This design comes from an exercise in tuning for small area, a short achievable clock period and few clock cycles on the open sky130 flow, not from production work. RTL that was checked went through simulation tests only; none was proved equivalent to the original. The RTL of run 2 was laid out without a check of its function. Power is estimated from default activity; no workload was simulated.

### flow/design.v
module c2mux_addr_enc (
    input  wire        clk,
    input  wire        rst,
    input  wire        start,
    input  wire [63:0] id,
    input  wire [3:0]  idlen,
    input  wire [7:0]  subid,
    input  wire        mcast,
    output reg         busy,
    output reg         done,
    output wire [47:0] addr,
    output wire        addr_valid,
    output wire [2:0]  cfgerr
);
    function [5:0] info;
        input [7:0] c;
        input       pad;
        begin
            info = pad ? 6'b111011 : {c[6], c[4:0]};
        end
    endfunction
    function [5:0] conv;
        input [5:0] h;
        begin
            conv = h[5] ? ({1'b0, h[4:0]} + 6'd9) : {2'b00, h[3:0]};
        end
    endfunction
    function valid_char;
        input [7:0] c;
        begin
            valid_char = (c[7:4] == 4'h3 && c[3:0] <= 4'd9) ||
                         (c[7:6] == 2'b01 && c[4:0] != 5'd0 && c[4:0] <= 5'd26);
        end
    endfunction
    reg [1:0] chk;
    reg       bad;
    integer   k;
    always @(*) begin
        bad = 1'b0;
        for (k = 0; k < 8; k = k + 1)
            if (k < idlen && !valid_char(id[8*k +: 8]))
                bad = 1'b1;
        if (subid[7:4] != 4'd0)
            chk = 2'd1;
        else if (idlen > 4'd8)
            chk = 2'd3;
        else if (bad)
            chk = 2'd2;
        else
            chk = 2'd0;
    end
    reg [5:0] ring [0:6];
    reg [5:0] c;
    reg [2:0] kc;           
    reg [2:0] pc;           
    reg [3:0] sub_r;
    reg       mc_r;
    reg [1:0] err_r;
    reg       ok_r;
    wire [5:0]  h    = ring[0];
    wire [11:0] t    = {h, 5'd0} + {4'd0, h, 2'd0} + {6'd0, h} + {6'd0, c};
    wire        md_a = kc < pc;
    wire        md_b = kc == pc;
    wire [5:0]  out  = md_a ? t[5:0] : (md_b ? c : h);
    wire        fin  = kc == 3'd6 && pc == 3'd7;
    integer j;
    always @(posedge clk) begin
        for (j = 0; j < 6; j = j + 1)
            ring[j] <= busy ? ring[j+1] : info(id[8*(6-j) +: 8], (6 - j) >= idlen);
        ring[6] <= busy ? out : info(id[7:0], idlen == 4'd0);
        if (!busy)
            c <= conv(info(id[63:56], idlen < 4'd8));
        else if (md_a)
            c <= t[11:6];
        else if (md_b)
            c <= conv(h);
        kc <= (!busy || kc == 3'd6) ? 3'd0 : kc + 3'd1;
        if (!busy)
            pc <= 3'd0;
        else if (kc == 3'd6)
            pc <= pc + 3'd1;
        if (!busy) begin
            sub_r <= subid[3:0];
            mc_r  <= mcast;
            err_r <= chk;
            ok_r  <= chk == 2'd0;
        end
        if (rst) begin
            busy <= 1'b0;
            done <= 1'b0;
        end else begin
            done <= busy && fin;
            busy <= busy ? !fin : start;
        end
    end
    assign addr = {ring[6][5:4], sub_r, 1'b1, mc_r, ring[6][3:0], ring[5],
                   ring[4], ring[3], ring[2], ring[1], ring[0]};
    assign addr_valid = ok_r;
    assign cfgerr     = {1'b0, err_r};
endmodule
module c2mux_act_est #(
    parameter N_SPEECH = 320
) (
    input  wire        clk,
    input  wire        rst,
    input  wire        smp_valid,
    input  wire [15:0] smp_data,
    input  wire [31:0] thr,
    output reg         done,
    output wire [39:0] sumsq,
    output reg         below
);
    localparam CNT_W = $clog2(N_SPEECH);
    reg [CNT_W-1:0] cnt;
    reg [14:0]      y;
    reg             s;
    reg             last_r;
    reg             last_q;
    reg             clr;
    reg             rst_q;
    reg [31:0]      thr_r;
    reg [34:0]      thr5;
    reg [39:0]      acc;
    reg [30:0] sq0;
    reg [30:0] sq1;
    wire take = smp_valid && !rst;
    wire last = (cnt == N_SPEECH - 1);
    always @(posedge clk) begin
        if (rst)
            cnt <= {CNT_W{1'b0}};
        else if (smp_valid)
            cnt <= last ? {CNT_W{1'b0}} : cnt + 1'b1;
        s      <= take && smp_data[15];
        y      <= take ? (smp_data[14:0] ^ {15{smp_data[15]}}) : 15'd0;
        last_r <= take && last;
        thr_r  <= thr;
        thr5   <= {3'd0, thr_r} + {1'd0, thr_r, 2'd0};
    end
    wire [39:0] acc_in = clr ? 40'd0 : acc;
    wire fs0;
    wire fc0;
    wire fs1;
    wire fc1;
    wire fs2;
    wire fc2;
    wire fs3;
    wire fc3;
    wire fs4;
    wire fc4;
    wire fs5;
    wire fc5;
    wire fs6;
    wire fc6;
    wire fs7;
    wire fc7;
    wire fs8;
    wire fc8;
    wire fs9;
    wire fc9;
    wire fs10;
    wire fc10;
    wire fs11;
    wire fc11;
    wire fs12;
    wire fc12;
    wire fs13;
    wire fc13;
    wire fs14;
    wire fc14;
    wire fs15;
    wire fc15;
    wire fs16;
    wire fc16;
    wire fs17;
    wire fc17;
    wire fs18;
    wire fc18;
    wire fs19;
    wire fc19;
    wire fs20;
    wire fc20;
    wire fs21;
    wire fc21;
    wire fs22;
    wire fc22;
    wire fs23;
    wire fc23;
    wire fs24;
    wire fc24;
    wire fs25;
    wire fc25;
    wire fs26;
    wire fc26;
    wire fs27;
    wire fc27;
    wire fs28;
    wire fc28;
    wire fs29;
    wire fc29;
    wire fs30;
    wire fc30;
    wire fs31;
    wire fc31;
    wire fs32;
    wire fc32;
    wire fs33;
    wire fc33;
    wire fs34;
    wire fc34;
    wire fs35;
    wire fc35;
    wire fs36;
    wire fc36;
    wire fs37;
    wire fc37;
    wire fs38;
    wire fc38;
    wire fs39;
    wire fc39;
    wire fs40;
    wire fc40;
    wire fs41;
    wire fc41;
    wire fs42;
    wire fc42;
    wire fs43;
    wire fc43;
    wire fs44;
    wire fc44;
    wire fs45;
    wire fc45;
    wire fs46;
    wire fc46;
    wire fs47;
    wire fc47;
    wire fs48;
    wire fc48;
    wire fs49;
    wire fc49;
    wire fs50;
    wire fc50;
    wire fs51;
    wire fc51;
    wire fs52;
    wire fc52;
    wire fs53;
    wire fc53;
    wire fs54;
    wire fc54;
    wire fs55;
    wire fc55;
    wire fs56;
    wire fc56;
    wire fs57;
    wire fc57;
    wire fs58;
    wire fc58;
    wire fs59;
    wire fc59;
    wire fs60;
    wire fc60;
    wire fs61;
    wire fc61;
    wire fs62;
    wire fc62;
    wire fs63;
    wire fc63;
    wire fs64;
    wire fc64;
    wire fs65;
    wire fc65;
    wire fs66;
    wire fc66;
    wire fs67;
    wire fc67;
    wire fs68;
    wire fc68;
    wire fs69;
    wire fc69;
    wire fs70;
    wire fc70;
    wire fs71;
    wire fc71;
    wire fs72;
    wire fc72;
    wire fs73;
    wire fc73;
    wire fs74;
    wire fc74;
    wire fs75;
    wire fc75;
    wire fs76;
    wire fc76;
    wire fs77;
    wire fc77;
    wire fs78;
    wire fc78;
    wire fs79;
    wire fc79;
    wire fs80;
    wire fc80;
    wire fs81;
    wire fc81;
    wire fs82;
    wire fc82;
    wire fs83;
    wire fc83;
    wire fs84;
    wire fc84;
    wire fs85;
    wire fc85;
    wire fs86;
    wire fc86;
    wire fs87;
    wire fc87;
    wire fs88;
    wire fc88;
    wire fs89;
    wire fc89;
    wire fs90;
    wire fc90;
    wire fs91;
    wire fc91;
    wire fs92;
    wire fc92;
    wire fs93;
    wire fc93;
    wire fs94;
    wire fc94;
    wire fs95;
    wire fc95;
    wire fs96;
    wire fc96;
    wire fs97;
    wire fc97;
    wire fs98;
    wire fc98;
    wire fs99;
    wire fc99;
    wire fs100;
    wire fc100;
    wire fs101;
    wire fc101;
    wire fs102;
    wire fc102;
    wire fs103;
    wire fc103;
    wire fs104;
    wire fc104;
    wire fs105;
    wire fc105;
    wire fs106;
    wire fc106;
    wire fs107;
    wire fc107;
    wire fs108;
    wire fc108;
    wire fs109;
    wire fc109;
    wire fs110;
    wire fc110;
    wire fs111;
    wire fc111;
    wire fs112;
    wire fc112;
    wire fs113;
    wire fc113;
    wire fs114;
    wire fc114;
    wire fs115;
    wire fc115;
    wire fs116;
    wire fc116;
    wire fs117;
    wire fc117;
    wire fs118;
    wire fc118;
    wire fs119;
    wire fc119;
    wire fs120;
    wire fc120;
    wire fs121;
    wire fc121;
    wire fs122;
    wire fc122;
    wire fs123;
    wire fc123;
    wire fs124;
    wire fc124;
    wire fs125;
    wire fc125;
    wire fs126;
    wire fc126;
    wire fs127;
    wire fc127;
    wire fs128;
    wire fc128;
    wire fs129;
    wire fc129;
    wire fs130;
    wire fc130;
    wire fs131;
    wire fc131;
    wire fs132;
    wire fc132;
    wire fs133;
    wire fc133;
    wire fs134;
    wire fc134;
    wire [39:0] xy1;
    wire [39:0] xy2;
    wire fs135;
    wire fc135;
    wire fs136;
    wire fc136;
    wire fs137;
    wire fc137;
    wire fs138;
    wire fc138;
    wire fs139;
    wire fc139;
    wire fs140;
    wire fc140;
    wire fs141;
    wire fc141;
    wire fs142;
    wire fc142;
    wire fs143;
    wire fc143;
    wire fs144;
    wire fc144;
    wire fs145;
    wire fc145;
    wire fs146;
    wire fc146;
    wire fs147;
    wire fc147;
    wire fs148;
    wire fc148;
    wire fs149;
    wire fc149;
    wire fs150;
    wire fc150;
    wire fs151;
    wire fc151;
    wire fs152;
    wire fc152;
    wire fs153;
    wire fc153;
    wire fs154;
    wire fc154;
    wire fs155;
    wire fc155;
    wire fs156;
    wire fc156;
    wire fs157;
    wire fc157;
    wire fs158;
    wire fc158;
    wire fs159;
    wire fc159;
    wire fs160;
    wire fc160;
    wire fs161;
    wire fc161;
    wire fs162;
    wire fc162;
    wire fs163;
    wire fc163;
    wire fs164;
    wire fc164;
    wire fs165;
    wire fc165;
    wire fs166;
    wire fc166;
    wire fs167;
    wire fc167;
    wire fs168;
    wire fc168;
    wire fs169;
    wire fc169;
    wire fs170;
    wire fc170;
    wire fs171;
    wire fc171;
    wire fs172;
    wire fc172;
    wire fs173;
    wire fc173;
    wire fs174;
    wire fc174;
    wire [41:0] rc1;
    wire [41:0] rc2;
    assign fs0 = y[5] ^ (s & y[9]);
    assign fc0 = y[5] & (s & y[9]);
    assign fs1 = (s & y[10]) ^ (y[0] & y[10]);
    assign fc1 = (s & y[10]) & (y[0] & y[10]);
    assign fs2 = y[6] ^ (s & y[11]) ^ (y[0] & y[11]);
    assign fc2 = (y[6] & (s & y[11])) | (y[6] & (y[0] & y[11])) | ((s & y[11]) & (y[0] & y[11]));
    assign fs3 = (y[1] & y[10]) ^ (y[2] & y[9]);
    assign fc3 = (y[1] & y[10]) & (y[2] & y[9]);
    assign fs4 = (s & y[12]) ^ (y[0] & y[12]) ^ (y[1] & y[11]);
    assign fc4 = ((s & y[12]) & (y[0] & y[12])) | ((s & y[12]) & (y[1] & y[11])) | ((y[0] & y[12]) & (y[1] & y[11]));
    assign fs5 = (y[2] & y[10]) ^ (y[3] & y[9]);
    assign fc5 = (y[2] & y[10]) & (y[3] & y[9]);
    assign fs6 = y[7] ^ (s & y[13]) ^ (y[0] & y[13]);
    assign fc6 = (y[7] & (s & y[13])) | (y[7] & (y[0] & y[13])) | ((s & y[13]) & (y[0] & y[13]));
    assign fs7 = (y[1] & y[12]) ^ (y[2] & y[11]) ^ (y[3] & y[10]);
    assign fc7 = ((y[1] & y[12]) & (y[2] & y[11])) | ((y[1] & y[12]) & (y[3] & y[10])) | ((y[2] & y[11]) & (y[3] & y[10]));
    assign fs8 = (y[4] & y[9]) ^ (y[5] & y[8]);
    assign fc8 = (y[4] & y[9]) & (y[5] & y[8]);
    assign fs9 = (s & y[14]) ^ (y[0] & y[14]) ^ (y[1] & y[13]);
    assign fc9 = ((s & y[14]) & (y[0] & y[14])) | ((s & y[14]) & (y[1] & y[13])) | ((y[0] & y[14]) & (y[1] & y[13]));
    assign fs10 = (y[2] & y[12]) ^ (y[3] & y[11]) ^ (y[4] & y[10]);
    assign fc10 = ((y[2] & y[12]) & (y[3] & y[11])) | ((y[2] & y[12]) & (y[4] & y[10])) | ((y[3] & y[11]) & (y[4] & y[10]));
    assign fs11 = (y[5] & y[9]) ^ (y[6] & y[8]);
    assign fc11 = (y[5] & y[9]) & (y[6] & y[8]);
    assign fs12 = y[8] ^ (y[1] & y[14]) ^ (y[2] & y[13]);
    assign fc12 = (y[8] & (y[1] & y[14])) | (y[8] & (y[2] & y[13])) | ((y[1] & y[14]) & (y[2] & y[13]));
    assign fs13 = (y[3] & y[12]) ^ (y[4] & y[11]) ^ (y[5] & y[10]);
    assign fc13 = ((y[3] & y[12]) & (y[4] & y[11])) | ((y[3] & y[12]) & (y[5] & y[10])) | ((y[4] & y[11]) & (y[5] & y[10]));
    assign fs14 = (y[6] & y[9]) ^ (y[7] & y[8]);
    assign fc14 = (y[6] & y[9]) & (y[7] & y[8]);
    assign fs15 = (y[2] & y[14]) ^ (y[3] & y[13]) ^ (y[4] & y[12]);
    assign fc15 = ((y[2] & y[14]) & (y[3] & y[13])) | ((y[2] & y[14]) & (y[4] & y[12])) | ((y[3] & y[13]) & (y[4] & y[12]));
    assign fs16 = (y[5] & y[11]) ^ (y[6] & y[10]);
    assign fc16 = (y[5] & y[11]) & (y[6] & y[10]);
    assign fs17 = y[9] ^ (y[3] & y[14]) ^ (y[4] & y[13]);
    assign fc17 = (y[9] & (y[3] & y[14])) | (y[9] & (y[4] & y[13])) | ((y[3] & y[14]) & (y[4] & y[13]));
    assign fs18 = (y[5] & y[12]) ^ (y[6] & y[11]);
    assign fc18 = (y[5] & y[12]) & (y[6] & y[11]);
    assign fs19 = (y[4] & y[14]) ^ (y[5] & y[13]);
    assign fc19 = (y[4] & y[14]) & (y[5] & y[13]);
    assign fs20 = y[10] ^ (y[5] & y[14]);
    assign fc20 = y[10] & (y[5] & y[14]);
    assign fs21 = y[3] ^ (s & y[5]);
    assign fc21 = y[3] & (s & y[5]);
    assign fs22 = (s & y[6]) ^ (y[0] & y[6]);
    assign fc22 = (s & y[6]) & (y[0] & y[6]);
    assign fs23 = y[4] ^ (s & y[7]) ^ (y[0] & y[7]);
    assign fc23 = (y[4] & (s & y[7])) | (y[4] & (y[0] & y[7])) | ((s & y[7]) & (y[0] & y[7]));
    assign fs24 = (y[1] & y[6]) ^ (y[2] & y[5]);
    assign fc24 = (y[1] & y[6]) & (y[2] & y[5]);
    assign fs25 = (s & y[8]) ^ (y[0] & y[8]) ^ (y[1] & y[7]);
    assign fc25 = ((s & y[8]) & (y[0] & y[8])) | ((s & y[8]) & (y[1] & y[7])) | ((y[0] & y[8]) & (y[1] & y[7]));
    assign fs26 = (y[2] & y[6]) ^ (y[3] & y[5]);
    assign fc26 = (y[2] & y[6]) & (y[3] & y[5]);
    assign fs27 = (y[0] & y[9]) ^ (y[1] & y[8]) ^ (y[2] & y[7]);
    assign fc27 = ((y[0] & y[9]) & (y[1] & y[8])) | ((y[0] & y[9]) & (y[2] & y[7])) | ((y[1] & y[8]) & (y[2] & y[7]));
    assign fs28 = (y[3] & y[6]) ^ (y[4] & y[5]) ^ fs0;
    assign fc28 = ((y[3] & y[6]) & (y[4] & y[5])) | ((y[3] & y[6]) & fs0) | ((y[4] & y[5]) & fs0);
    assign fs29 = (y[1] & y[9]) ^ (y[2] & y[8]) ^ (y[3] & y[7]);
    assign fc29 = ((y[1] & y[9]) & (y[2] & y[8])) | ((y[1] & y[9]) & (y[3] & y[7])) | ((y[2] & y[8]) & (y[3] & y[7]));
    assign fs30 = (y[4] & y[6]) ^ fc0 ^ fs1;
    assign fc30 = ((y[4] & y[6]) & fc0) | ((y[4] & y[6]) & fs1) | (fc0 & fs1);
    assign fs31 = (y[3] & y[8]) ^ (y[4] & y[7]) ^ (y[5] & y[6]);
    assign fc31 = ((y[3] & y[8]) & (y[4] & y[7])) | ((y[3] & y[8]) & (y[5] & y[6])) | ((y[4] & y[7]) & (y[5] & y[6]));
    assign fs32 = fc1 ^ fs3 ^ fs2;
    assign fc32 = (fc1 & fs3) | (fc1 & fs2) | (fs3 & fs2);
    assign fs33 = (y[4] & y[8]) ^ (y[5] & y[7]) ^ fc3;
    assign fc33 = ((y[4] & y[8]) & (y[5] & y[7])) | ((y[4] & y[8]) & fc3) | ((y[5] & y[7]) & fc3);
    assign fs34 = fs5 ^ fc2 ^ fs4;
    assign fc34 = (fs5 & fc2) | (fs5 & fs4) | (fc2 & fs4);
    assign fs35 = (y[6] & y[7]) ^ fc5 ^ fs8;
    assign fc35 = ((y[6] & y[7]) & fc5) | ((y[6] & y[7]) & fs8) | (fc5 & fs8);
    assign fs36 = fc4 ^ fs6 ^ fs7;
    assign fc36 = (fc4 & fs6) | (fc4 & fs7) | (fs6 & fs7);
    assign fs37 = fc8 ^ fs11 ^ fc6;
    assign fc37 = (fc8 & fs11) | (fc8 & fc6) | (fs11 & fc6);
    assign fs38 = fc7 ^ fs10 ^ fs9;
    assign fc38 = (fc7 & fs10) | (fc7 & fs9) | (fs10 & fs9);
    assign fs39 = fc11 ^ fs14 ^ fc10;
    assign fc39 = (fc11 & fs14) | (fc11 & fc10) | (fs14 & fc10);
    assign fs40 = fc9 ^ fs12 ^ fs13;
    assign fc40 = (fc9 & fs12) | (fc9 & fs13) | (fs12 & fs13);
    assign fs41 = (y[7] & y[9]) ^ fc14 ^ fs16;
    assign fc41 = ((y[7] & y[9]) & fc14) | ((y[7] & y[9]) & fs16) | (fc14 & fs16);
    assign fs42 = fc12 ^ fc13 ^ fs15;
    assign fc42 = (fc12 & fc13) | (fc12 & fs15) | (fc13 & fs15);
    assign fs43 = (y[7] & y[10]) ^ (y[8] & y[9]) ^ fc16;
    assign fc43 = ((y[7] & y[10]) & (y[8] & y[9])) | ((y[7] & y[10]) & fc16) | ((y[8] & y[9]) & fc16);
    assign fs44 = fs18 ^ fc15 ^ fs17;
    assign fc44 = (fs18 & fc15) | (fs18 & fs17) | (fc15 & fs17);
    assign fs45 = (y[6] & y[12]) ^ (y[7] & y[11]) ^ (y[8] & y[10]);
    assign fc45 = ((y[6] & y[12]) & (y[7] & y[11])) | ((y[6] & y[12]) & (y[8] & y[10])) | ((y[7] & y[11]) & (y[8] & y[10]));
    assign fs46 = fc18 ^ fs19 ^ fc17;
    assign fc46 = (fc18 & fs19) | (fc18 & fc17) | (fs19 & fc17);
    assign fs47 = (y[6] & y[13]) ^ (y[7] & y[12]) ^ (y[8] & y[11]);
    assign fc47 = ((y[6] & y[13]) & (y[7] & y[12])) | ((y[6] & y[13]) & (y[8] & y[11])) | ((y[7] & y[12]) & (y[8] & y[11]));
    assign fs48 = (y[9] & y[10]) ^ fc19 ^ fs20;
    assign fc48 = ((y[9] & y[10]) & fc19) | ((y[9] & y[10]) & fs20) | (fc19 & fs20);
    assign fs49 = (y[6] & y[14]) ^ (y[7] & y[13]) ^ (y[8] & y[12]);
    assign fc49 = ((y[6] & y[14]) & (y[7] & y[13])) | ((y[6] & y[14]) & (y[8] & y[12])) | ((y[7] & y[13]) & (y[8] & y[12]));
    assign fs50 = (y[9] & y[11]) ^ fc20;
    assign fc50 = (y[9] & y[11]) & fc20;
    assign fs51 = y[11] ^ (y[10] & y[11]) ^ (y[7] & y[14]);
    assign fc51 = (y[11] & (y[10] & y[11])) | (y[11] & (y[7] & y[14])) | ((y[10] & y[11]) & (y[7] & y[14]));
    assign fs52 = (y[8] & y[13]) ^ (y[9] & y[12]);
    assign fc52 = (y[8] & y[13]) & (y[9] & y[12]);
    assign fs53 = (y[10] & y[12]) ^ (y[8] & y[14]);
    assign fc53 = (y[10] & y[12]) & (y[8] & y[14]);
    assign fs54 = y[12] ^ (y[10] & y[13]);
    assign fc54 = y[12] & (y[10] & y[13]);
    assign fs55 = y[2] ^ (s & y[3]);
    assign fc55 = y[2] & (s & y[3]);
    assign fs56 = (s & y[4]) ^ (y[0] & y[4]);
    assign fc56 = (s & y[4]) & (y[0] & y[4]);
    assign fs57 = (y[0] & y[5]) ^ (y[1] & y[4]) ^ (y[2] & y[3]);
    assign fc57 = ((y[0] & y[5]) & (y[1] & y[4])) | ((y[0] & y[5]) & (y[2] & y[3])) | ((y[1] & y[4]) & (y[2] & y[3]));
    assign fs58 = (y[1] & y[5]) ^ (y[2] & y[4]) ^ fc21;
    assign fc58 = ((y[1] & y[5]) & (y[2] & y[4])) | ((y[1] & y[5]) & fc21) | ((y[2] & y[4]) & fc21);
    assign fs59 = (y[3] & y[4]) ^ fc22 ^ fs24;
    assign fc59 = ((y[3] & y[4]) & fc22) | ((y[3] & y[4]) & fs24) | (fc22 & fs24);
    assign fs60 = fc24 ^ fs26 ^ fc23;
    assign fc60 = (fc24 & fs26) | (fc24 & fc23) | (fs26 & fc23);
    assign fs61 = fc26 ^ fc25 ^ fs27;
    assign fc61 = (fc26 & fc25) | (fc26 & fs27) | (fc25 & fs27);
    assign fs62 = fc27 ^ fs29 ^ fc28;
    assign fc62 = (fc27 & fs29) | (fc27 & fc28) | (fs29 & fc28);
    assign fs63 = fc29 ^ fs31 ^ fc30;
    assign fc63 = (fc29 & fs31) | (fc29 & fc30) | (fs31 & fc30);
    assign fs64 = fc31 ^ fs33 ^ fc32;
    assign fc64 = (fc31 & fs33) | (fc31 & fc32) | (fs33 & fc32);
    assign fs65 = fc33 ^ fs35 ^ fc34;
    assign fc65 = (fc33 & fs35) | (fc33 & fc34) | (fs35 & fc34);
    assign fs66 = fc35 ^ fc36 ^ fs37;
    assign fc66 = (fc35 & fc36) | (fc35 & fs37) | (fc36 & fs37);
    assign fs67 = fc37 ^ fc38 ^ fs39;
    assign fc67 = (fc37 & fc38) | (fc37 & fs39) | (fc38 & fs39);
    assign fs68 = fs41 ^ fc39 ^ fc40;
    assign fc68 = (fs41 & fc39) | (fs41 & fc40) | (fc39 & fc40);
    assign fs69 = fc41 ^ fs43 ^ fc42;
    assign fc69 = (fc41 & fs43) | (fc41 & fc42) | (fs43 & fc42);
    assign fs70 = fs45 ^ fc43 ^ fc44;
    assign fc70 = (fs45 & fc43) | (fs45 & fc44) | (fc43 & fc44);
    assign fs71 = fc45 ^ fs47 ^ fs48;
    assign fc71 = (fc45 & fs47) | (fc45 & fs48) | (fs47 & fs48);
    assign fs72 = fc47 ^ fs49 ^ fs50;
    assign fc72 = (fc47 & fs49) | (fc47 & fs50) | (fs49 & fs50);
    assign fs73 = fs52 ^ fc49 ^ fs51;
    assign fc73 = (fs52 & fc49) | (fs52 & fs51) | (fc49 & fs51);
    assign fs74 = (y[9] & y[13]) ^ fc52 ^ fs53;
    assign fc74 = ((y[9] & y[13]) & fc52) | ((y[9] & y[13]) & fs53) | (fc52 & fs53);
    assign fs75 = (y[11] & y[12]) ^ (y[9] & y[14]) ^ fc53;
    assign fc75 = ((y[11] & y[12]) & (y[9] & y[14])) | ((y[11] & y[12]) & fc53) | ((y[9] & y[14]) & fc53);
    assign fs76 = (y[10] & y[14]) ^ (y[11] & y[13]);
    assign fc76 = (y[10] & y[14]) & (y[11] & y[13]);
    assign fs77 = y[13] ^ (y[11] & y[14]);
    assign fc77 = y[13] & (y[11] & y[14]);
    assign fs78 = y[1] ^ (s & y[1]);
    assign fc78 = y[1] & (s & y[1]);
    assign fs79 = (s & y[2]) ^ (y[0] & y[2]);
    assign fc79 = (s & y[2]) & (y[0] & y[2]);
    assign fs80 = (y[0] & y[3]) ^ (y[1] & y[2]) ^ fs55;
    assign fc80 = ((y[0] & y[3]) & (y[1] & y[2])) | ((y[0] & y[3]) & fs55) | ((y[1] & y[2]) & fs55);
    assign fs81 = (y[1] & y[3]) ^ fc55 ^ fs56;
    assign fc81 = ((y[1] & y[3]) & fc55) | ((y[1] & y[3]) & fs56) | (fc55 & fs56);
    assign fs82 = fc56 ^ fs21 ^ fs57;
    assign fc82 = (fc56 & fs21) | (fc56 & fs57) | (fs21 & fs57);
    assign fs83 = fs22 ^ fc57 ^ fs58;
    assign fc83 = (fs22 & fc57) | (fs22 & fs58) | (fc57 & fs58);
    assign fs84 = fs23 ^ fc58 ^ fs59;
    assign fc84 = (fs23 & fc58) | (fs23 & fs59) | (fc58 & fs59);
    assign fs85 = fs25 ^ fc59 ^ fs60;
    assign fc85 = (fs25 & fc59) | (fs25 & fs60) | (fc59 & fs60);
    assign fs86 = fs28 ^ fc60 ^ fs61;
    assign fc86 = (fs28 & fc60) | (fs28 & fs61) | (fc60 & fs61);
    assign fs87 = fs30 ^ fc61 ^ fs62;
    assign fc87 = (fs30 & fc61) | (fs30 & fs62) | (fc61 & fs62);
    assign fs88 = fs32 ^ fc62 ^ fs63;
    assign fc88 = (fs32 & fc62) | (fs32 & fs63) | (fc62 & fs63);
    assign fs89 = fs34 ^ fc63 ^ fs64;
    assign fc89 = (fs34 & fc63) | (fs34 & fs64) | (fc63 & fs64);
    assign fs90 = fs36 ^ fc64 ^ fs65;
    assign fc90 = (fs36 & fc64) | (fs36 & fs65) | (fc64 & fs65);
    assign fs91 = fs38 ^ fc65 ^ fs66;
    assign fc91 = (fs38 & fc65) | (fs38 & fs66) | (fc65 & fs66);
    assign fs92 = fs40 ^ fc66 ^ fs67;
    assign fc92 = (fs40 & fc66) | (fs40 & fs67) | (fc66 & fs67);
    assign fs93 = fs42 ^ fc67 ^ fs68;
    assign fc93 = (fs42 & fc67) | (fs42 & fs68) | (fc67 & fs68);
    assign fs94 = fs44 ^ fc68 ^ fs69;
    assign fc94 = (fs44 & fc68) | (fs44 & fs69) | (fc68 & fs69);
    assign fs95 = fs46 ^ fc69 ^ fs70;
    assign fc95 = (fs46 & fc69) | (fs46 & fs70) | (fc69 & fs70);
    assign fs96 = fc46 ^ fs71 ^ fc70;
    assign fc96 = (fc46 & fs71) | (fc46 & fc70) | (fs71 & fc70);
    assign fs97 = fc48 ^ fs72 ^ fc71;
    assign fc97 = (fc48 & fs72) | (fc48 & fc71) | (fs72 & fc71);
    assign fs98 = fc50 ^ fs73 ^ fc72;
    assign fc98 = (fc50 & fs73) | (fc50 & fc72) | (fs73 & fc72);
    assign fs99 = fc51 ^ fs74 ^ fc73;
    assign fc99 = (fc51 & fs74) | (fc51 & fc73) | (fs74 & fc73);
    assign fs100 = fs54 ^ fc74 ^ fs75;
    assign fc100 = (fs54 & fc74) | (fs54 & fs75) | (fc74 & fs75);
    assign fs101 = fc54 ^ fs76 ^ fc75;
    assign fc101 = (fc54 & fs76) | (fc54 & fc75) | (fs76 & fc75);
    assign fs102 = (y[12] & y[13]) ^ fc76 ^ fs77;
    assign fc102 = ((y[12] & y[13]) & fc76) | ((y[12] & y[13]) & fs77) | (fc76 & fs77);
    assign fs103 = (y[12] & y[14]) ^ fc77;
    assign fc103 = (y[12] & y[14]) & fc77;
    assign fs104 = y[14] ^ (y[13] & y[14]);
    assign fc104 = y[14] & (y[13] & y[14]);
    always @(posedge clk) begin
        sq0 <= {1'b0, fc104, fs104, fs103, fs102, fc100, fs100, fs99, fs98, fs97, fc95, fc94, fc93, fc92, fc91, fc90, fc89, fc88, fc87, fc86, fc85, fc84, fc83, fc82, fc81, fc80, fc79, fc78, (y[0] & y[1]), (s & y[0]), s};
        sq1 <= {1'b0, 1'b0, fc103, fc102, fc101, fs101, fc99, fc98, fc97, fc96, fs96, fs95, fs94, fs93, fs92, fs91, fs90, fs89, fs88, fs87, fs86, fs85, fs84, fs83, fs82, fs81, fs80, fs79, fs78, 1'b0, y[0]};
    end
    assign fs105 = sq0[0] ^ sq1[0];
    assign fc105 = sq0[0] & sq1[0];
    assign fs106 = sq0[1] ^ acc_in[1];
    assign fc106 = sq0[1] & acc_in[1];
    assign fs107 = sq0[2] ^ sq1[2] ^ acc_in[2];
    assign fc107 = (sq0[2] & sq1[2]) | (sq0[2] & acc_in[2]) | (sq1[2] & acc_in[2]);
    assign fs108 = sq0[3] ^ sq1[3] ^ acc_in[3];
    assign fc108 = (sq0[3] & sq1[3]) | (sq0[3] & acc_in[3]) | (sq1[3] & acc_in[3]);
    assign fs109 = sq0[4] ^ sq1[4] ^ acc_in[4];
    assign fc109 = (sq0[4] & sq1[4]) | (sq0[4] & acc_in[4]) | (sq1[4] & acc_in[4]);
    assign fs110 = sq0[5] ^ sq1[5] ^ acc_in[5];
    assign fc110 = (sq0[5] & sq1[5]) | (sq0[5] & acc_in[5]) | (sq1[5] & acc_in[5]);
    assign fs111 = sq0[6] ^ sq1[6] ^ acc_in[6];
    assign fc111 = (sq0[6] & sq1[6]) | (sq0[6] & acc_in[6]) | (sq1[6] & acc_in[6]);
    assign fs112 = sq0[7] ^ sq1[7] ^ acc_in[7];
    assign fc112 = (sq0[7] & sq1[7]) | (sq0[7] & acc_in[7]) | (sq1[7] & acc_in[7]);
    assign fs113 = sq0[8] ^ sq1[8] ^ acc_in[8];
    assign fc113 = (sq0[8] & sq1[8]) | (sq0[8] & acc_in[8]) | (sq1[8] & acc_in[8]);
    assign fs114 = sq0[9] ^ sq1[9] ^ acc_in[9];
    assign fc114 = (sq0[9] & sq1[9]) | (sq0[9] & acc_in[9]) | (sq1[9] & acc_in[9]);
    assign fs115 = sq0[10] ^ sq1[10] ^ acc_in[10];
    assign fc115 = (sq0[10] & sq1[10]) | (sq0[10] & acc_in[10]) | (sq1[10] & acc_in[10]);
    assign fs116 = sq0[11] ^ sq1[11] ^ acc_in[11];
    assign fc116 = (sq0[11] & sq1[11]) | (sq0[11] & acc_in[11]) | (sq1[11] & acc_in[11]);
    assign fs117 = sq0[12] ^ sq1[12] ^ acc_in[12];
    assign fc117 = (sq0[12] & sq1[12]) | (sq0[12] & acc_in[12]) | (sq1[12] & acc_in[12]);
    assign fs118 = sq0[13] ^ sq1[13] ^ acc_in[13];
    assign fc118 = (sq0[13] & sq1[13]) | (sq0[13] & acc_in[13]) | (sq1[13] & acc_in[13]);
    assign fs119 = sq0[14] ^ sq1[14] ^ acc_in[14];
    assign fc119 = (sq0[14] & sq1[14]) | (sq0[14] & acc_in[14]) | (sq1[14] & acc_in[14]);
    assign fs120 = sq0[15] ^ sq1[15] ^ acc_in[15];
    assign fc120 = (sq0[15] & sq1[15]) | (sq0[15] & acc_in[15]) | (sq1[15] & acc_in[15]);
    assign fs121 = sq0[16] ^ sq1[16] ^ acc_in[16];
    assign fc121 = (sq0[16] & sq1[16]) | (sq0[16] & acc_in[16]) | (sq1[16] & acc_in[16]);
    assign fs122 = sq0[17] ^ sq1[17] ^ acc_in[17];
    assign fc122 = (sq0[17] & sq1[17]) | (sq0[17] & acc_in[17]) | (sq1[17] & acc_in[17]);
    assign fs123 = sq0[18] ^ sq1[18] ^ acc_in[18];
    assign fc123 = (sq0[18] & sq1[18]) | (sq0[18] & acc_in[18]) | (sq1[18] & acc_in[18]);
    assign fs124 = sq0[19] ^ sq1[19] ^ acc_in[19];
    assign fc124 = (sq0[19] & sq1[19]) | (sq0[19] & acc_in[19]) | (sq1[19] & acc_in[19]);
    assign fs125 = sq0[20] ^ sq1[20] ^ acc_in[20];
    assign fc125 = (sq0[20] & sq1[20]) | (sq0[20] & acc_in[20]) | (sq1[20] & acc_in[20]);
    assign fs126 = sq0[21] ^ sq1[21] ^ acc_in[21];
    assign fc126 = (sq0[21] & sq1[21]) | (sq0[21] & acc_in[21]) | (sq1[21] & acc_in[21]);
    assign fs127 = sq0[22] ^ sq1[22] ^ acc_in[22];
    assign fc127 = (sq0[22] & sq1[22]) | (sq0[22] & acc_in[22]) | (sq1[22] & acc_in[22]);
    assign fs128 = sq0[23] ^ sq1[23] ^ acc_in[23];
    assign fc128 = (sq0[23] & sq1[23]) | (sq0[23] & acc_in[23]) | (sq1[23] & acc_in[23]);
    assign fs129 = sq0[24] ^ sq1[24] ^ acc_in[24];
    assign fc129 = (sq0[24] & sq1[24]) | (sq0[24] & acc_in[24]) | (sq1[24] & acc_in[24]);
    assign fs130 = sq0[25] ^ sq1[25] ^ acc_in[25];
    assign fc130 = (sq0[25] & sq1[25]) | (sq0[25] & acc_in[25]) | (sq1[25] & acc_in[25]);
    assign fs131 = sq0[26] ^ sq1[26] ^ acc_in[26];
    assign fc131 = (sq0[26] & sq1[26]) | (sq0[26] & acc_in[26]) | (sq1[26] & acc_in[26]);
    assign fs132 = sq0[27] ^ sq1[27] ^ acc_in[27];
    assign fc132 = (sq0[27] & sq1[27]) | (sq0[27] & acc_in[27]) | (sq1[27] & acc_in[27]);
    assign fs133 = sq0[28] ^ sq1[28] ^ acc_in[28];
    assign fc133 = (sq0[28] & sq1[28]) | (sq0[28] & acc_in[28]) | (sq1[28] & acc_in[28]);
    assign fs134 = sq0[29] ^ acc_in[29];
    assign fc134 = sq0[29] & acc_in[29];
    assign xy1 = {acc_in[39], acc_in[38], acc_in[37], acc_in[36], acc_in[35], acc_in[34], acc_in[33], acc_in[32], acc_in[31], acc_in[30], fs134, fc132, fc131, fc130, fc129, fc128, fc127, fc126, fc125, fc124, fc123, fc122, fc121, fc120, fc119, fc118, fc117, fc116, fc115, fc114, fc113, fc112, fc111, fc110, fc109, fc108, fc107, fc106, fc105, acc_in[0]};
    assign xy2 = {1'b0, 1'b0, 1'b0, 1'b0, 1'b0, 1'b0, 1'b0, 1'b0, 1'b0, fc134, fc133, fs133, fs132, fs131, fs130, fs129, fs128, fs127, fs126, fs125, fs124, fs123, fs122, fs121, fs120, fs119, fs118, fs117, fs116, fs115, fs114, fs113, fs112, fs111, fs110, fs109, fs108, fs107, fs106, fs105};
    wire [39:0] acc_nxt = xy1 + xy2;
    assign fs135 = 1'b1 ^ xy1[0] ^ xy2[0];
    assign fc135 = (1'b1 & xy1[0]) | (1'b1 & xy2[0]) | (xy1[0] & xy2[0]);
    assign fs136 = 1'b1 ^ xy1[1] ^ xy2[1];
    assign fc136 = (1'b1 & xy1[1]) | (1'b1 & xy2[1]) | (xy1[1] & xy2[1]);
    assign fs137 = 1'b1 ^ xy1[2] ^ xy2[2];
    assign fc137 = (1'b1 & xy1[2]) | (1'b1 & xy2[2]) | (xy1[2] & xy2[2]);
    assign fs138 = 1'b1 ^ xy1[3] ^ xy2[3];
    assign fc138 = (1'b1 & xy1[3]) | (1'b1 & xy2[3]) | (xy1[3] & xy2[3]);
    assign fs139 = 1'b1 ^ xy1[4] ^ xy2[4];
    assign fc139 = (1'b1 & xy1[4]) | (1'b1 & xy2[4]) | (xy1[4] & xy2[4]);
    assign fs140 = ~thr5[0] ^ xy1[5] ^ xy2[5];
    assign fc140 = (~thr5[0] & xy1[5]) | (~thr5[0] & xy2[5]) | (xy1[5] & xy2[5]);
    assign fs141 = ~thr5[1] ^ xy1[6] ^ xy2[6];
    assign fc141 = (~thr5[1] & xy1[6]) | (~thr5[1] & xy2[6]) | (xy1[6] & xy2[6]);
    assign fs142 = ~thr5[2] ^ xy1[7] ^ xy2[7];
    assign fc142 = (~thr5[2] & xy1[7]) | (~thr5[2] & xy2[7]) | (xy1[7] & xy2[7]);
    assign fs143 = ~thr5[3] ^ xy1[8] ^ xy2[8];
    assign fc143 = (~thr5[3] & xy1[8]) | (~thr5[3] & xy2[8]) | (xy1[8] & xy2[8]);
    assign fs144 = ~thr5[4] ^ xy1[9] ^ xy2[9];
    assign fc144 = (~thr5[4] & xy1[9]) | (~thr5[4] & xy2[9]) | (xy1[9] & xy2[9]);
    assign fs145 = ~thr5[5] ^ xy1[10] ^ xy2[10];
    assign fc145 = (~thr5[5] & xy1[10]) | (~thr5[5] & xy2[10]) | (xy1[10] & xy2[10]);
    assign fs146 = ~thr5[6] ^ xy1[11] ^ xy2[11];
    assign fc146 = (~thr5[6] & xy1[11]) | (~thr5[6] & xy2[11]) | (xy1[11] & xy2[11]);
    assign fs147 = ~thr5[7] ^ xy1[12] ^ xy2[12];
    assign fc147 = (~thr5[7] & xy1[12]) | (~thr5[7] & xy2[12]) | (xy1[12] & xy2[12]);
    assign fs148 = ~thr5[8] ^ xy1[13] ^ xy2[13];
    assign fc148 = (~thr5[8] & xy1[13]) | (~thr5[8] & xy2[13]) | (xy1[13] & xy2[13]);
    assign fs149 = ~thr5[9] ^ xy1[14] ^ xy2[14];
    assign fc149 = (~thr5[9] & xy1[14]) | (~thr5[9] & xy2[14]) | (xy1[14] & xy2[14]);
    assign fs150 = ~thr5[10] ^ xy1[15] ^ xy2[15];
    assign fc150 = (~thr5[10] & xy1[15]) | (~thr5[10] & xy2[15]) | (xy1[15] & xy2[15]);
    assign fs151 = ~thr5[11] ^ xy1[16] ^ xy2[16];
    assign fc151 = (~thr5[11] & xy1[16]) | (~thr5[11] & xy2[16]) | (xy1[16] & xy2[16]);
    assign fs152 = ~thr5[12] ^ xy1[17] ^ xy2[17];
    assign fc152 = (~thr5[12] & xy1[17]) | (~thr5[12] & xy2[17]) | (xy1[17] & xy2[17]);
    assign fs153 = ~thr5[13] ^ xy1[18] ^ xy2[18];
    assign fc153 = (~thr5[13] & xy1[18]) | (~thr5[13] & xy2[18]) | (xy1[18] & xy2[18]);
    assign fs154 = ~thr5[14] ^ xy1[19] ^ xy2[19];
    assign fc154 = (~thr5[14] & xy1[19]) | (~thr5[14] & xy2[19]) | (xy1[19] & xy2[19]);
    assign fs155 = ~thr5[15] ^ xy1[20] ^ xy2[20];
    assign fc155 = (~thr5[15] & xy1[20]) | (~thr5[15] & xy2[20]) | (xy1[20] & xy2[20]);
    assign fs156 = ~thr5[16] ^ xy1[21] ^ xy2[21];
    assign fc156 = (~thr5[16] & xy1[21]) | (~thr5[16] & xy2[21]) | (xy1[21] & xy2[21]);
    assign fs157 = ~thr5[17] ^ xy1[22] ^ xy2[22];
    assign fc157 = (~thr5[17] & xy1[22]) | (~thr5[17] & xy2[22]) | (xy1[22] & xy2[22]);
    assign fs158 = ~thr5[18] ^ xy1[23] ^ xy2[23];
    assign fc158 = (~thr5[18] & xy1[23]) | (~thr5[18] & xy2[23]) | (xy1[23] & xy2[23]);
    assign fs159 = ~thr5[19] ^ xy1[24] ^ xy2[24];
    assign fc159 = (~thr5[19] & xy1[24]) | (~thr5[19] & xy2[24]) | (xy1[24] & xy2[24]);
    assign fs160 = ~thr5[20] ^ xy1[25] ^ xy2[25];
    assign fc160 = (~thr5[20] & xy1[25]) | (~thr5[20] & xy2[25]) | (xy1[25] & xy2[25]);
    assign fs161 = ~thr5[21] ^ xy1[26] ^ xy2[26];
    assign fc161 = (~thr5[21] & xy1[26]) | (~thr5[21] & xy2[26]) | (xy1[26] & xy2[26]);
    assign fs162 = ~thr5[22] ^ xy1[27] ^ xy2[27];
    assign fc162 = (~thr5[22] & xy1[27]) | (~thr5[22] & xy2[27]) | (xy1[27] & xy2[27]);
    assign fs163 = ~thr5[23] ^ xy1[28] ^ xy2[28];
    assign fc163 = (~thr5[23] & xy1[28]) | (~thr5[23] & xy2[28]) | (xy1[28] & xy2[28]);
    assign fs164 = ~thr5[24] ^ xy1[29] ^ xy2[29];
    assign fc164 = (~thr5[24] & xy1[29]) | (~thr5[24] & xy2[29]) | (xy1[29] & xy2[29]);
    assign fs165 = ~thr5[25] ^ xy1[30] ^ xy2[30];
    assign fc165 = (~thr5[25] & xy1[30]) | (~thr5[25] & xy2[30]) | (xy1[30] & xy2[30]);
    assign fs166 = ~thr5[26] ^ xy1[31] ^ xy2[31];
    assign fc166 = (~thr5[26] & xy1[31]) | (~thr5[26] & xy2[31]) | (xy1[31] & xy2[31]);
    assign fs167 = ~thr5[27] ^ xy1[32] ^ xy2[32];
    assign fc167 = (~thr5[27] & xy1[32]) | (~thr5[27] & xy2[32]) | (xy1[32] & xy2[32]);
    assign fs168 = ~thr5[28] ^ xy1[33] ^ xy2[33];
    assign fc168 = (~thr5[28] & xy1[33]) | (~thr5[28] & xy2[33]) | (xy1[33] & xy2[33]);
    assign fs169 = ~thr5[29] ^ xy1[34] ^ xy2[34];
    assign fc169 = (~thr5[29] & xy1[34]) | (~thr5[29] & xy2[34]) | (xy1[34] & xy2[34]);
    assign fs170 = ~thr5[30] ^ xy1[35] ^ xy2[35];
    assign fc170 = (~thr5[30] & xy1[35]) | (~thr5[30] & xy2[35]) | (xy1[35] & xy2[35]);
    assign fs171 = ~thr5[31] ^ xy1[36] ^ xy2[36];
    assign fc171 = (~thr5[31] & xy1[36]) | (~thr5[31] & xy2[36]) | (xy1[36] & xy2[36]);
    assign fs172 = ~thr5[32] ^ xy1[37] ^ xy2[37];
    assign fc172 = (~thr5[32] & xy1[37]) | (~thr5[32] & xy2[37]) | (xy1[37] & xy2[37]);
    assign fs173 = ~thr5[33] ^ xy1[38] ^ xy2[38];
    assign fc173 = (~thr5[33] & xy1[38]) | (~thr5[33] & xy2[38]) | (xy1[38] & xy2[38]);
    assign fs174 = ~thr5[34] ^ xy1[39] ^ xy2[39];
    assign fc174 = (~thr5[34] & xy1[39]) | (~thr5[34] & xy2[39]) | (xy1[39] & xy2[39]);
    assign rc1 = {1'b1, 1'b1, fc173, fc172, fc171, fc170, fc169, fc168, fc167, fc166, fc165, fc164, fc163, fc162, fc161, fc160, fc159, fc158, fc157, fc156, fc155, fc154, fc153, fc152, fc151, fc150, fc149, fc148, fc147, fc146, fc145, fc144, fc143, fc142, fc141, fc140, fc139, fc138, fc137, fc136, fc135, 1'b1};
    assign rc2 = {1'b0, fc174, fs174, fs173, fs172, fs171, fs170, fs169, fs168, fs167, fs166, fs165, fs164, fs163, fs162, fs161, fs160, fs159, fs158, fs157, fs156, fs155, fs154, fs153, fs152, fs151, fs150, fs149, fs148, fs147, fs146, fs145, fs144, fs143, fs142, fs141, fs140, fs139, fs138, fs137, fs136, fs135};
    wire [41:0] dc = rc1 + rc2;
    always @(posedge clk) begin
        last_q <= !rst && last_r;
        acc    <= acc_nxt;
        rst_q  <= rst;
        clr    <= rst || rst_q || last_q;
        done   <= !rst && last_q;
        below  <= dc[41];
    end
    assign sumsq = acc;
endmodule
module c2mux_dp (
    input  wire        clk,
    input  wire        rst,           
    input  wire        enc_start,     
    input  wire [63:0] enc_id,        
    input  wire [3:0]  enc_idlen,
    input  wire [7:0]  enc_subid,     
    input  wire        enc_mcast,
    output wire        enc_busy,
    output wire        enc_done,
    output wire [47:0] addr,          
    output wire        addr_valid,
    output wire [2:0]  cfgerr,
    input  wire        smp_valid,
    input  wire [15:0] smp_data,      
    input  wire [31:0] thr,           
    output wire        est_done,
    output wire [39:0] sumsq,
    output wire        est_data       
);
    c2mux_addr_enc u_enc (
        .clk        (clk),
        .rst        (rst),
        .start      (enc_start),
        .id         (enc_id),
        .idlen      (enc_idlen),
        .subid      (enc_subid),
        .mcast      (enc_mcast),
        .busy       (enc_busy),
        .done       (enc_done),
        .addr       (addr),
        .addr_valid (addr_valid),
        .cfgerr     (cfgerr)
    );
    c2mux_act_est #(.N_SPEECH(320)) u_est (
        .clk       (clk),
        .rst       (rst),
        .smp_valid (smp_valid),
        .smp_data  (smp_data),
        .thr       (thr),
        .done      (est_done),
        .sumsq     (sumsq),
        .below     (est_data)
    );
endmodule
### flow/flow/run.sh
#!/bin/bash
# Layout flow: the standard ORFS flow (standard.sh), with two changes to
# how the layout is made:
#  - ports are buffered with sky130_fd_sc_hd__buf_2 instead of the default
#    delay cell chosen by buffer_ports (still one buffer on every port);
#  - timing repair aims for more setup slack than the 10 ns clock needs.
# The clock period, SDC, synthesis, floorplan, power grid and tap cells are
# the standard flow's own. Each tool's output goes to the ORFS logs under orfs/logs and
# to flow.log here.
set -uo pipefail
bash standard.sh \
  BUFFER_PORTS_ARGS="-buffer_cell sky130_fd_sc_hd__buf_2" \
  SETUP_SLACK_MARGIN=6.5 \
  finish > flow.log 2>&1
st=$?
mkdir -p logs
cp -r orfs/logs/. logs/ 2>/dev/null || true
exit $st
### flow/standard.sh
#!/bin/bash
# synth_recipe.tcl (not shown) runs the flow's synth.tcl, then flattens the netlist and writes it again
# the make line also repeats each setting of config.mk as NAME=value (left out here)
make -C /OpenROAD-flow-scripts/flow DESIGN_CONFIG=/design/flow/config.mk WORK_HOME=/design/flow/orfs CLKGATE_MAP_FILE= SYNTH_SCRIPT=/design/flow/synth_recipe.tcl "${@:-finish}"
### flow/config.mk
export PLATFORM = sky130hd
export DESIGN_NAME = c2mux_dp
export DESIGN_NICKNAME = c2mux_dp
export VERILOG_FILES = /design/flow/design.v
export SDC_FILE = /design/flow/constraint.sdc
export NUM_CORES = 4
export LEC_CHECK = 0
export CAP_MARGIN = 20
export CORE_MARGIN = 2
export CORE_UTILIZATION = 60
export CTS_BUF_LIST = sky130_fd_sc_hd__clkbuf_4 sky130_fd_sc_hd__clkbuf_8
export SLEW_MARGIN = 20
### flow/constraint.sdc
create_clock -name core_clock -period 10.0 [get_ports {clk}]
set_input_delay 2.0000 -clock core_clock [delete_from_list [all_inputs] [get_ports {clk}]]
set_output_delay 2.0000 -clock core_clock [all_outputs]
set_load 0.01 [all_outputs]
==> run summary, run 1 <==
----------------------------------------------------
[Floorplan]
  Total die area ... 29900 um2
  Die X ... 173 um
  IO Count ... 225
  Initial cell density of the core ... 61.3%
  Placement Rows ... 61
  Vertical extent of the die ... 173 um
  Core area ... 27900 um2

[Finish]
  Final instance area ... 20200 um2
  Fraction of layout instances using a drive strength above 1 ... 18.9%
  Top library cells by usage in the layout, fill and taps aside ... 300 x sky130_fd_sc_hd__inv_1, 240 x sky130_fd_sc_hd__dfxtp_1, 222 x sky130_fd_sc_hd__buf_2, 160 x sky130_fd_sc_hd__ha_1, 134 x sky130_fd_sc_hd__fa_1
  Synth-to-layout area growth ... 18.0%
  Most common cell after layout, fill and taps aside ... sky130_fd_sc_hd__inv_1
  Number of nets in the final layout ... 2525
  Number of antenna cells inserted ... 0

[Power]
  Proportion of power drawn by combinational gates ... 23.8%
  P per Cell Area ... 152 nW/um2
  Static power due to leakage ... 10.1 nW
  Net switching component of the power ... 961 uW
  Reg power frac ... 40.4%
  Clock power frac ... 35.8%
  Internal cell power ... 2.11 mW
  Maximum vdd ir drop ... 0.115 mV
  Switching power as a share of total power ... 31.3%

[Timing]
  Worst hold slack ... 0.399 ns
  Number of pins with negative max-slew slack in the final report ... 0
  Final setup violation count ... 0
  Crit share post-route ... 35.9%
  Maximum frequency from static timing analysis ... 279 MHz
  Final TNS setup ... 0 ns
  Final hold violation count ... 0
  Relative slew slack ... 34.7%
  Max Clock Skew ... 0.0186 ns
  Setup repair after global routing missed its margin ... true
  Period minus WS final ... 3.59 ns
  Worst Max-Slew Pin Slew ... 0.967 ns

[Clock network]
  CTS Buf Count ... 45
  CTS tree ... yes
  Clock input transition at the sequential cells of the worst setup and hold paths ... 0.06 ns
  Clock sinks ... 260
  Skew-Pair Late Insertion Delay ... 0.57 ns
  Clk buf depth ... 3
  Root Buffer ... sky130_fd_sc_hd__clkbuf_8
  Level count of the clock H-tree ... 2

[Global route]
  Largest net degree at the start of global routing ... 58
  Number of global-route vias before repair ... 13700
  Wire length of the first global-routing pass ... 68.7 mm
  Gr ovfl total ... 0
  Antenna violations before repair ... 0
  Overall routing resource usage ... 28.5%

[Critical path]
  Worst Setup SP ... u_est.clr
  Worst Setup Start Kind ... register
  Worst Path Max Fanout ... 5
  Worst reg-to-reg path cell count ... 15
  Arrival time of data at the critical path endpoint ... 4.07 ns
  Ordered cell list for the critical path ... buf_12 -> nand2b_4 -> fa_1 -> inv_2 -> ha_4 -> a211oi_2 -> o21bai_1 -> a21oi_2 -> o21ai_2 -> a311o_2 -> buf_12 -> a21oi_4 -> o21bai_4 -> a211oi_2 -> xnor2_1
  Endpoint kind of the worst setup timing path ... register
  Reg-to-reg setup timing slack ... 6.41 ns
  Slowest library cell on the worst path ... sky130_fd_sc_hd__fa_1
  Worst EP required ... 10.48 ns
  Type of the worst setup path ... reg -> reg
  Critical register-to-register path endpoint ... u_est.acc[26]
  FF-to-FF Start ... u_est.clr
  Biggest cell delay along the critical path ... 0.54 ns

[Synthesis]
  Sequential cell area fraction in the yosys report ... 31.2%
  Post-synthesis cell area ... 17100 um2
  #FFs+latches synth ... 260
  Warnings, synthesis ... 3
  Mean Syn Cell Area ... 9.29 um2
  Net count of the mapped netlist ... 2280
  Cells after synthesis ... 1842
  Number of library cell types mapped by synthesis ... 63
  Primary flip-flop cell chosen by synthesis mapping ... sky130_fd_sc_hd__dfxtp_1
  Post-synth EDFFs ... 14
  Share of synthesized registers carrying an async set or reset ... 0%

[Place]
  Buffers added on ports ... 222
  Routability cong. ... 0.939
  Post-detailed-placement half-perimeter wirelength ... 32.9 mm
  Placed Instance Area ... 18500 um2

[Route]
  Initial DRC count ... 743
  Met3 layer wire length in the routed design ... 2.77 mm
  Met2 WL ... 20.4 mm
  First drt pass iteration count ... 5
  Final antenna-violating net count ... 0
  Wire length on met1 ... 17.9 mm
  Detailed-route via count ... 13400
  Average wire per cell in the routed design ... 17.1 um
  Detailed Route WL ... 42.7 mm
  Top layer used by detailed routing ... met4
  Drt drc ... 0
  Number of vias per cell ... 5.35

[Hold path]
  Hold WC Path Type ... reg -> reg
  Number of stages on the worst hold path ... 0
  Hold Startpoint ... u_est.thr_r[0]
  Endpoint with the worst hold slack ... u_est.thr5[0]

[Flow run]
  Maximum capacitance violations ... 0

[Outcome]
  Run status ... timing/DRC/antenna clean

----------------------------------------------------
==> area by class of cell <==
class                   count  area [um2]
multi-input cells        1225       10700
fillers                  2217        7730
flip-flops and latches    260        5360
repair buffers            252        1430
well taps                 378         473
clock inverters            19         199
clock buffers              65         863
inverters                 303        1140
==> how the worst max path moves through the flow <==
| stage | endpoint | slack [ns] | cells after the start |
|---|---|---|---|
| global route | u_est.acc[34] | 6.32 | 14 |
| floorplan | u_enc.err_r[1] | 6.52 | 7 |
| CTS | u_est.acc[38] | 6.48 | 14 |
| detailed placement | u_est.acc[35] | 6.13 | 14 |
| global placement | u_enc.err_r[1] | 6.27 | 10 |
| finish | u_est.acc[26] | 6.41 | 15 |
==> timing repair <==
item                                    CTS  global route
endpoints found under the setup margin   20            22
pin swaps                                17            47
resized for setup                        22            55
cloned                                    1             2
hold endpoints to repair                  0             0
hold buffers                              0             0
setup buffers                             9            15
==> worst max-delay path, delay by kind of cell (launching register included) <==
kind                       cells  cell delay, ns
xor gates and xnor gates       1            0.15
DFF                            1            0.39
and+or+nand+nor                1            0.14
AOI/OAI and AO/OA              8            1.68
adders and majority gates      2            0.77
buffers and inverters          3            0.36
==> per-layer routing <==
layer	GRT usage [%]	vias up
met4	9.75	0
met1	35.9	6330
met5	0	-
li1	-	6488
met3	5.30	96
met2	49.2	469
==> logic make-up (layout without fill, tap and decap cells) <==
| logic type | count (synthesis) | after routing | share of synthesized area [%] |
|---|---|---|---|
| XOR/XNOR | 97 | 97 | 4.96 |
| adder cells (fa/ha/maj) | 309 | 309 | 28.7 |
| flip-flops | 260 | 260 | 31.2 |
| other | 2 | 2 | 0.0439 |
| AND/OR/NAND/NOR | 472 | 472 | 14.0 |
| buffers and inverters | 357 | 639 | 7.90 |
| AO/OA/AOI/OAI | 333 | 333 | 12.5 |
| multiplexers | 12 | 12 | 0.702 |
==> synth_stat cells (12+ instances only) <==
library cell,number,share of area (%)
sky130_fd_sc_hd__xor2_1,32,1.6
sky130_fd_sc_hd__a21oi_1,87,2.5
sky130_fd_sc_hd__xnor2_1,65,3.3
sky130_fd_sc_hd__nor2b_1,29,1.1
sky130_fd_sc_hd__nand2_1,121,2.7
sky130_fd_sc_hd__nand3_1,20,0.58
sky130_fd_sc_hd__ha_1,170,12
sky130_fd_sc_hd__nand4_1,21,0.77
sky130_fd_sc_hd__o21a_1,12,0.53
sky130_fd_sc_hd__mux2i_1,12,0.70
sky130_fd_sc_hd__clkbuf_1,49,1.1
sky130_fd_sc_hd__a211oi_1,13,0.57
sky130_fd_sc_hd__a21o_1,39,1.7
sky130_fd_sc_hd__o21ai_0,87,2.5
sky130_fd_sc_hd__inv_1,303,6.6
sky130_fd_sc_hd__dfxtp_1,246,29
sky130_fd_sc_hd__nand2b_1,43,1.6
sky130_fd_sc_hd__nor2_1,89,2.0
sky130_fd_sc_hd__edfxtp_1,14,2.5
sky130_fd_sc_hd__o22a_1,20,1.0
sky130_fd_sc_hd__and2_1,104,3.8
sky130_fd_sc_hd__fa_1,139,16
sky130_fd_sc_hd__nor3_1,19,0.56
==> power groups by stage <==
stage	combinational, mW	clock [mW]	sequential (mW)
floorplan	0.475	0	1.23
global placement	0.675	0	1.26
detailed placement	0.690	0	1.26
CTS	0.707	1.12	1.24
global route	0.824	1.17	1.25
finish	0.732	1.10	1.24
==> stage by stage <==
step,setup slack (ns),std cells,power (mW),util (%)
after global routing,6.32,2502,3.25,72.3
final,6.41,2502,3.07,72.3
after floorplan,6.52,1842,1.71,-
after detailed placement,6.13,2391,1.95,66.3
after global placement,6.27,2391,1.93,66.3
after CTS,6.48,2485,3.07,70.9
==> flip-flops by register name (all words and copies together) (netlist names), 2 cells and up <==
register	count
u_enc.ring	42
u_est.acc	40
u_est.thr5	35
u_est.thr_r	32
u_est.sq0	30
u_est.sq1	28
u_est.y	15
u_est.cnt	9
u_enc.c	6
u_enc.sub_r	4
u_enc.kc	3
u_enc.pc	3
u_enc.err_r	2
Testbench counts, summed over its fixed seeds: cycles 10,256.
==> run 2: changes to the inputs <==
--- a/flow/design.v
+++ b/flow/design.v
@@ -118,7 +118,6 @@
     reg             last_q;
     reg             clr;
     reg             rst_q;
-    reg [31:0]      thr_r;
     reg [34:0]      thr5;
     reg [39:0]      acc;
     reg [30:0] sq0;
@@ -133,8 +132,8 @@
         s      <= take && smp_data[15];
         y      <= take ? (smp_data[14:0] ^ {15{smp_data[15]}}) : 15'd0;
         last_r <= take && last;
-        thr_r  <= thr;
-        thr5   <= {3'd0, thr_r} + {1'd0, thr_r, 2'd0};
+        if (last)
+            thr5 <= {3'd0, thr} + {1'd0, thr, 2'd0};
     end
     wire [39:0] acc_in = clr ? 40'd0 : acc;
     wire fs0;
==> run 2 against run 1 <==
Total power down 12%. Synthesized cell count up 0.98%. Clock-buffer cell count down 1. Design area up 3.1%. Via count up 1.8%. Register-to-register slack better by 0.15 ns. Fmax down 4.2%. Critical endpoint is now u_est.thr5[22].
==> run summary, run 2 <==
----------------------------------------------------
[Route]
  Initial DRC count ... 825 (+11%)
  Drt drc ... 0 (unchanged)
  First drt pass iteration count ... 5 (unchanged)
  Number of vias per cell ... 5.41 (+1.1%)
  Average wire per cell in the routed design ... 16.9 um (-0.69%)
  Final antenna-violating net count ... 0 (unchanged)
  Detailed Route WL ... 42.6 mm (about the same)
  Detailed-route via count ... 13600 (+1.8%)

[Global route]
  Largest net degree at the start of global routing ... 48 (-17%)
  Gr ovfl total ... 0 (unchanged)
  Antenna violations before repair ... 0 (unchanged)
  Overall routing resource usage ... 27.5% (-0.97 points)
  Wire length of the first global-routing pass ... 67.6 mm (-1.6%)
  Number of global-route vias before repair ... 13800 (+0.78%)

[Hold path]
  Number of stages on the worst hold path ... 1 (+1)
  Hold WC Path Type ... reg -> reg
  Hold Startpoint ... u_est.last_r
  Endpoint with the worst hold slack ... u_est.last_q

[Clock network]
  Clock sinks ... 228 (-12%)
  Clock input transition at the sequential cells of the worst setup and hold paths ... 0.07 ns (about the same)
  Clk buf depth ... 3 (unchanged)
  Number of buffers inserted by hold repair at cts ... 0 (unchanged)
  Skew-Pair Late Insertion Delay ... 0.56 ns (about the same)
  CTS tree ... yes
  CTS Buf Count ... 41 (-8.9%)
  Level count of the clock H-tree ... 2 (unchanged)
  Root Buffer ... sky130_fd_sc_hd__clkbuf_8

[Synthesis]
  Sequential cell area fraction in the yosys report ... 29.5% (-1.7 points)
  Largest cells by area after synthesis ... sky130_fd_sc_hd__dfxtp_1 21%, sky130_fd_sc_hd__fa_1 16%, sky130_fd_sc_hd__ha_1 12%
  #FFs+latches synth ... 228 (-12%)
  Share of synthesized cell area in full adder, half adder and majority cells ... 28.7% (-0.031 points)
  Post-synthesis cell area ... 17100 um2 (+0.11%)
  Cells after synthesis ... 1860 (+0.98%)
  Post-synth EDFFs ... 49 (+35)
  Simple logic cell fraction of the synthesized area ... 14.7% (+0.76 points)
  Post-synthesis xor/xnor area fraction ... 5.06% (+0.097 points)
  Primary flip-flop cell chosen by synthesis mapping ... sky130_fd_sc_hd__dfxtp_1
  Proportion of synthesized area in mux cells ... 0.759% (+0.058 points)
  Number of library cell types mapped by synthesis ... 71 (+13%)
  Dominant combinational cell family by area after synthesis ... adder cells
  Share of synthesized registers carrying an async set or reset ... 0% (unchanged)
  Most area-hungry cell type in the Yosys netlist ... sky130_fd_sc_hd__dfxtp_1
  Synthesized-area fraction occupied by ao, oa, aoi and oai cells ... 13.1% (+0.61 points)
  Library cell with the highest instance count after synthesis ... sky130_fd_sc_hd__inv_1
  Warnings, synthesis ... 3 (unchanged)
  Mean Syn Cell Area ... 9.21 um2 (-0.86%)
  Net count of the mapped netlist ... 2298 (+0.79%)
  Most used standard cells in the synthesized netlist ... 307 x sky130_fd_sc_hd__inv_1, 179 x sky130_fd_sc_hd__dfxtp_1, 170 x sky130_fd_sc_hd__ha_1, 139 x sky130_fd_sc_hd__fa_1, 128 x sky130_fd_sc_hd__nand2_1
  Yosys top cell area share ... 20.9% (-7.9 points)

[Timing]
  Final setup violation count ... 0 (unchanged)
  Max Clock Skew ... 0.0226 ns (+0.00393 ns)
  Worst Max-Slew Pin Slew ... 0.943 ns (-0.0241 ns)
  Final TNS setup ... 0 ns (unchanged)
  Setup repair after global routing missed its margin ... true
  Number of pins with negative max-slew slack in the final report ... 0 (unchanged)
  Relative slew slack ... 37.2% (+2.5 points)
  Maximum frequency from static timing analysis ... 267 MHz (-4.2%)
  Final hold violation count ... 0 (unchanged)
  Crit share post-route ... 37.5% (+1.6 points)
  Period minus WS final ... 3.75 ns (+0.159 ns)

[Finish]
  Top register by number of flip-flops ... u_enc.ring
  Synth-to-layout area growth ... 21.5%
  Number of nets in the final layout ... 2548 (+0.91%)
  Largest regs ... u_enc.ring x42, u_est.acc x40, u_est.thr5 x35
  Final instance area ... 20800 um2 (+3.1%)
  Fraction of layout instances using a drive strength above 1 ... 22.9% (+3.9 points)
  Most common cell after layout, fill and taps aside ... sky130_fd_sc_hd__inv_1
  Largest register FFs ... 42 (unchanged)
  Top library cells by usage in the layout, fill and taps aside ... 304 x sky130_fd_sc_hd__inv_1, 214 x sky130_fd_sc_hd__buf_2, 173 x sky130_fd_sc_hd__dfxtp_1, 134 x sky130_fd_sc_hd__fa_1, 129 x sky130_fd_sc_hd__ha_1
  Number of antenna cells inserted ... 0 (unchanged)

[Critical path]
  Worst Path Max Fanout ... 3 (-2)
  Reg-to-reg setup timing slack ... 6.56 ns (+0.15 ns)
  Cell class contributing the biggest share of worst-path delay ... compound AO/OA/AOI/OAI gates
  Critical register-to-register path endpoint ... u_est.below
  Arrival time of data at the critical path endpoint ... 4.04 ns (-0.03 ns)
  Worst reg-to-reg path cell count ... 16 (+1)
  Worst EP required ... 10.30 ns (-0.18 ns)
  Worst path bufs/invs ... 3 (unchanged)
  FF-to-FF Start ... u_est.clr
  Slowest library cell on the worst path ... sky130_fd_sc_hd__fa_2
  Endpoint kind of the worst setup timing path ... register
  Ordered cell list for the critical path ... buf_2 -> inv_1 -> fa_2 -> nor2b_2 -> o21ai_2 -> a21oi_2 -> o21bai_4 -> o21ai_4 -> buf_6 -> or3b_1 -> o211ai_1 -> xor2_1
  Worst Setup Start Kind ... primary input
  Type of the worst setup path ... in -> reg
  Biggest cell delay along the critical path ... 0.40 ns (-0.14 ns)

[Floorplan]
  IO Count ... 225 (unchanged)
  Die X ... 173 um (about the same)
  Total die area ... 29900 um2 (+0.10%)
  Placement Rows ... 61 (unchanged)
  Initial cell density of the core ... 61.3% (+0.067 points)
  Vertical extent of the die ... 173 um (about the same)
  Core area ... 27900 um2 (unchanged)

[Place]
  Placed Instance Area ... 18600 um2 (+0.53%)
  Buffers added on ports ... 222 (unchanged)
  Post-detailed-placement half-perimeter wirelength ... 32.2 mm (-2.1%)
  Routability cong. ... 0.928 (-1.2%)

[Flow run]
  Maximum capacitance violations ... 0 (unchanged)

[Outcome]
  Run status ... timing/DRC/antenna clean

[Power]
  Maximum vdd ir drop ... 0.116 mV (+0.99%)
  Overall power of the completed layout ... 2.71 mW (-12%)
  P per Cell Area ... 130 nW/um2 (-15%)
  Static power due to leakage ... 10.1 nW (-0.75%)

----------------------------------------------------
run 2: layout make-up:
| cell class | count | area, um2 |
|---|---|---|
| Clock inverter | 9 | 50.0 |
| Clock buffer | 64 | 793 |
| Sequential cell | 228 | 5070 |
| Fill cell | 2087 | 7120 |
| Inverter | 307 | 1150 |
| Timing Repair Buffer | 268 | 1620 |
| Tap cell | 378 | 473 |
| Multi-Input combinational cell | 1264 | 11700 |
run 2: metrics by stage:
stage	hold slack [ns]	worst slack, ns	utilization [%]	std cells
6_report	0.437	6.25	74.5	2518
4_1_cts	0.442	6.22	71.2	2492
3_5_place_dp	0.427	5.45	66.7	2402
3_3_place_gp	0.425	5.49	66.7	2402
5_1_grt	0.461	6.19	74.5	2518
2_1_floorplan	0.377	6.00	-	1860
run 2: per-layer routing:
layer	vias up	global-route usage (%)	wire (um)
met5	-	0	0
met4	0	8.65	1180
met3	91	4.60	2370
met2	451	45.6	19800
met1	6462	36.9	19300
li1	6615	-	-
run 2: report_power, final:
| part | switching [mW] | internal, mW |
|---|---|---|
| Clock | 0.391 | 0.504 |
| Combinational | 0.401 | 0.336 |
| Sequential | 0.0629 | 1.01 |
run 2: logic make-up (layout without fill, tap and decap cells):
family,after synthesis,count (layout)
AO/OA/AOI/OAI,349,349
buffers and inverters,368,648
XOR/XNOR,99,99
flip-flops,228,228
multiplexers,13,13
other,2,2
adder cells (fa/ha/maj),309,309
AND/OR/NAND/NOR,492,492
run 2: how the worst max path moves through the flow:
stage / startpoint / to / slack [ns] / depth (start not counted)
global route: thr[7] / u_est.thr5[33] / 6.19 / 11
global placement: thr[1] / u_est.thr5[27] / 5.49 / 10
detailed placement: thr[0] / u_est.thr5[32] / 5.45 / 12
finish: thr[1] / u_est.thr5[22] / 6.25 / 12
floorplan: thr[0] / u_est.thr5[22] / 6.00 / 11
CTS: thr[9] / u_est.thr5[33] / 6.22 / 10
run 2: worst register-to-register path: cells and delay by family, from the launching register on:
| kind | cells | cell delay (ns) |
|---|---|---|
| buffers and inverters | 4 | 0.48 |
| AND/OR/NAND/NOR | 2 | 0.28 |
| adder cells (fa/ha/maj) | 3 | 0.90 |
| flip-flops | 1 | 0.37 |
| AO/OA/AOI/OAI | 7 | 1.33 |
run 2: repair_timing:
action / CTS / global route
setup buffers: 17 / 23
hold endpoints to repair: 0 / 0
endpoints found under the setup margin: 31 / 35
pin swaps: 37 / 64
gates resized for setup: 68 / 128
gates cloned: 0 / 3

-- separate check: timing with driven ports --
How much do the figures lean on ideal ports? The routed layouts below were timed once more, with nothing changed but the port constraints. Step 1 sets driving cells, clkbuf_16 on the clock port and buf_2 on the other inputs (assumed; they add their load-dependent delay and slew). Step 2 adds t to the input delays and takes it off the output delays; t is the mean of the earliest and latest rising clock arrival at the registers after step 1. Input paths then give back, and output paths get back, about the clock's delay inside the block. Slacks: no drivers / after step 1 / after step 2; pairs: no drivers / after step 1.
run | t, ns | setup slack, ns | worst setup path at the end | clock arrival spread, ns | slew at the worst register clock pin (ns)
run 1 | 0.609 | 6.412 / 6.412 / 6.131 | input to register | 0.019 / 0.019 | 0.07 / 0.07
run 2 | 0.589 | 6.254 / 6.241 / 5.652 | input to register | 0.023 / 0.023 | 0.07 / 0.07
After both steps every run listed still meets setup and hold. For run 2, which loses most, drivers alone change the setup slack by -0.013 ns; drivers and shift together by -0.602 ns.
